This is an optimization exercise on Yosys and OpenROAD, whose aim is small area, a short achievable clock period and few clock cycles per item, not a production implementation.
The RTL was checked by simulation tests, not by an equivalence proof against the original design.
No activity file was given, so power comes from the tool's default toggle rates.

Setup of harbor:
## llf
module llf (
    input  wire        clk,
    input  wire        rst,
    input  wire        rx_req_valid,
    input  wire [15:0] rx_req_cap,
    output wire        rx_req_ready,
    output wire        rx_resp_valid,
    output wire [1:0]  rx_resp_status,
    output wire [15:0] rx_resp_len,
    input  wire        src_valid,
    input  wire        src_err,
    input  wire [7:0]  src_data,
    output wire        src_ready,
    output wire        rxbuf_we,
    output wire [15:0] rxbuf_addr,
    output wire [7:0]  rxbuf_data,
    input  wire        tx_req_valid,
    input  wire        tx_req_pay,
    input  wire [15:0] tx_req_len,
    output wire        tx_req_ready,
    output wire        tx_resp_valid,
    output wire [2:0]  tx_resp_status,
    output wire        txpay_rd,
    output wire [15:0] txpay_addr,
    input  wire [7:0]  txpay_data,
    output wire        sink_valid,
    output wire [7:0]  sink_data,
    output wire        sink_last,
    input  wire        sink_ready,
    input  wire        sink_resp_valid,
    input  wire        sink_resp_err,
    input  wire [16:0] sink_resp_count
);
    llf_rx u_rx (
        .clk            (clk),
        .rst            (rst),
        .rx_req_valid   (rx_req_valid),
        .rx_req_cap     (rx_req_cap),
        .rx_req_ready   (rx_req_ready),
        .src_valid      (src_valid),
        .src_err        (src_err),
        .src_data       (src_data),
        .src_ready      (src_ready),
        .rxbuf_we       (rxbuf_we),
        .rxbuf_addr     (rxbuf_addr),
        .rxbuf_data     (rxbuf_data),
        .rx_resp_valid  (rx_resp_valid),
  ...
export LEC_CHECK = 0
export ABC_CLOCK_PERIOD_IN_PS = 1500
export CAP_MARGIN = 20
export CORE_MARGIN = 2
export CORE_UTILIZATION = 40
export CTS_BUF_LIST = sky130_fd_sc_hd__clkbuf_8
export CTS_CLUSTER_SIZE = 32
export SETUP_SLACK_MARGIN = 2.2
export SLEW_MARGIN = 20
export TNS_END_PERCENT = 0
create_clock -name core_clock -period 4.0 [get_ports {clk}]
standard.sh (not shown) runs the stock make flow with config.mk's settings and CLKGATE_MAP_FILE= SYNTH_SCRIPT=/design/flow/synth_recipe.tcl, a recipe that flattens the netlist after the stock synthesis.
==> flow/flow/run.sh <==
#!/bin/bash
# The standard layout, with the port buffers made of sky130_fd_sc_hd__buf_1
# cells instead of the default choice. Every port still gets its buffer.
bash standard.sh "BUFFER_PORTS_ARGS=-buffer_cell sky130_fd_sc_hd__buf_1" finish > standard.log 2>&1
No stage failed in harbor, and the final checks on the layout all came back clean.
Testbench counts of harbor, summed over its fixed seeds: cycles 124,644, bytes 105,422.
Changes in fjord relative to harbor:
Settings: a change of TNS_END_PERCENT from 0 to 5; an added ABC_AREA of 1.
harbor → fjord: buffer and inverter count on the worst path held, power of the combinational group went up 63%, filler cell count went up 182, number of placement rows went up 2. Comparing the two runs side by side, fjord comes out behind harbor on die area. Going from harbor to fjord, fraction of standard cell area that is sequential went down; worst hold path cell count went up; area of the mapped netlist went up. fjord ran to completion and came out clean on the timing, DRC and antenna checks.
The inputs of pepper differ from those of fjord as listed below.
Settings: TNS_END_PERCENT: 5 -> 0; CORE_UTILIZATION: 40 -> 55.
## What came out
- Run comparison: fjord critical path class flip-flop to primary output; pepper critical path class input port to flip-flop
- Looking at end point of the critical path, the u_rx.capm2[14] result is from pepper; the rx_req_ready one comes from fjord.
- pepper against fjord: number of iterations in the first detailed-routing pass now sits lower; number of standard-cell rows in the floorplan fell about 15%; wire length of the first global-routing pass shrank by about 6.6%; area of the die went down; share of the clock period used by the worst path went up by 1.0 points.
Edits applied to the flow inputs when going from pepper to zinc:
Settings: CORE_UTILIZATION changed from 55 to 40.
==> comparison <==
The origin of the worst setup path comes out rx_req_cap[2] in one run and u_rx.armed in the other, namely in pepper and zinc respectively. Summary of zinc over pepper: post-route worst setup slack shows an increase of 0.043 ns; utilization after layout shows a reduction of 17 points; routed wire length shows an increase of 7.5%; power shows a reduction of 0.77%. Looking at area fraction of clock buffers and clock inverters, zinc sits below pepper. For the clock group share of total power, zinc came in 0.6 points lower than pepper did. Final cell count, pepper and zinc: lower on pepper. Layout-stage area growth over the synthesis result in zinc vs pepper: up 1.6 points. ~same clock power in pepper and zinc. Going from pepper to zinc, the routing usage on met1 was found to have gone down by 6.6 points.
Edits applied to the flow inputs when going from zinc to tundra:
Settings: SETUP_SLACK_MARGIN changed from 2.2 to 2.4.
Notes after the runs:
- zinc completed end to end with timing, DRC and antenna clean.
- tundra completed every stage of the flow, and the final layout passed the timing, DRC and antenna checks.
- Reported for tundra and zinc, basic-gate share of the synthesized area counting and, or, nand and nor cells turned out identical to the last digit.
- Routing usage on met3 delta (tundra -> zinc): insignificant
- Diff zinc..tundra | max-capacitance violation count | negligible

==> what the ideal ports hide <==
Ports are ideal in the flow. The routed layouts listed here were re-timed in OpenROAD. Step 1 assumes that a clkbuf_16 drives the clock port and a buf_2 every other input. Step 2 also shifts input and output timing later by t, the mid clock arrival at the registers, as if the neighbouring blocks saw the same clock. Three values: no drivers, after step 1, after step 2; two values: the first two.
run | shift t [ns] | setup WS [ns] | hold WS [ns] | clock arrival spread, ns
harbor | 0.488 | 1.838 / 1.858 / 1.370 | 0.469 / 0.469 / 0.469 | 0.014 / 0.014
fjord | 0.503 | 2.121 / 2.082 / 1.661 | 0.452 / 0.452 / 0.452 | 0.018 / 0.018
pepper | 0.480 | 2.081 / 2.065 / 1.619 | 0.460 / 0.460 / 0.460 | 0.009 / 0.009
zinc | 0.498 | 2.125 / 2.085 / 1.663 | 0.451 / 0.451 / 0.451 | 0.015 / 0.015
tundra | 0.498 | 2.125 / 2.085 / 1.663 | 0.451 / 0.451 / 0.451 | 0.015 / 0.015
After both steps setup and hold are still met in every run listed. For harbor, which loses most, drivers alone change the setup slack by +0.020 ns; drivers and shift together by -0.468 ns.
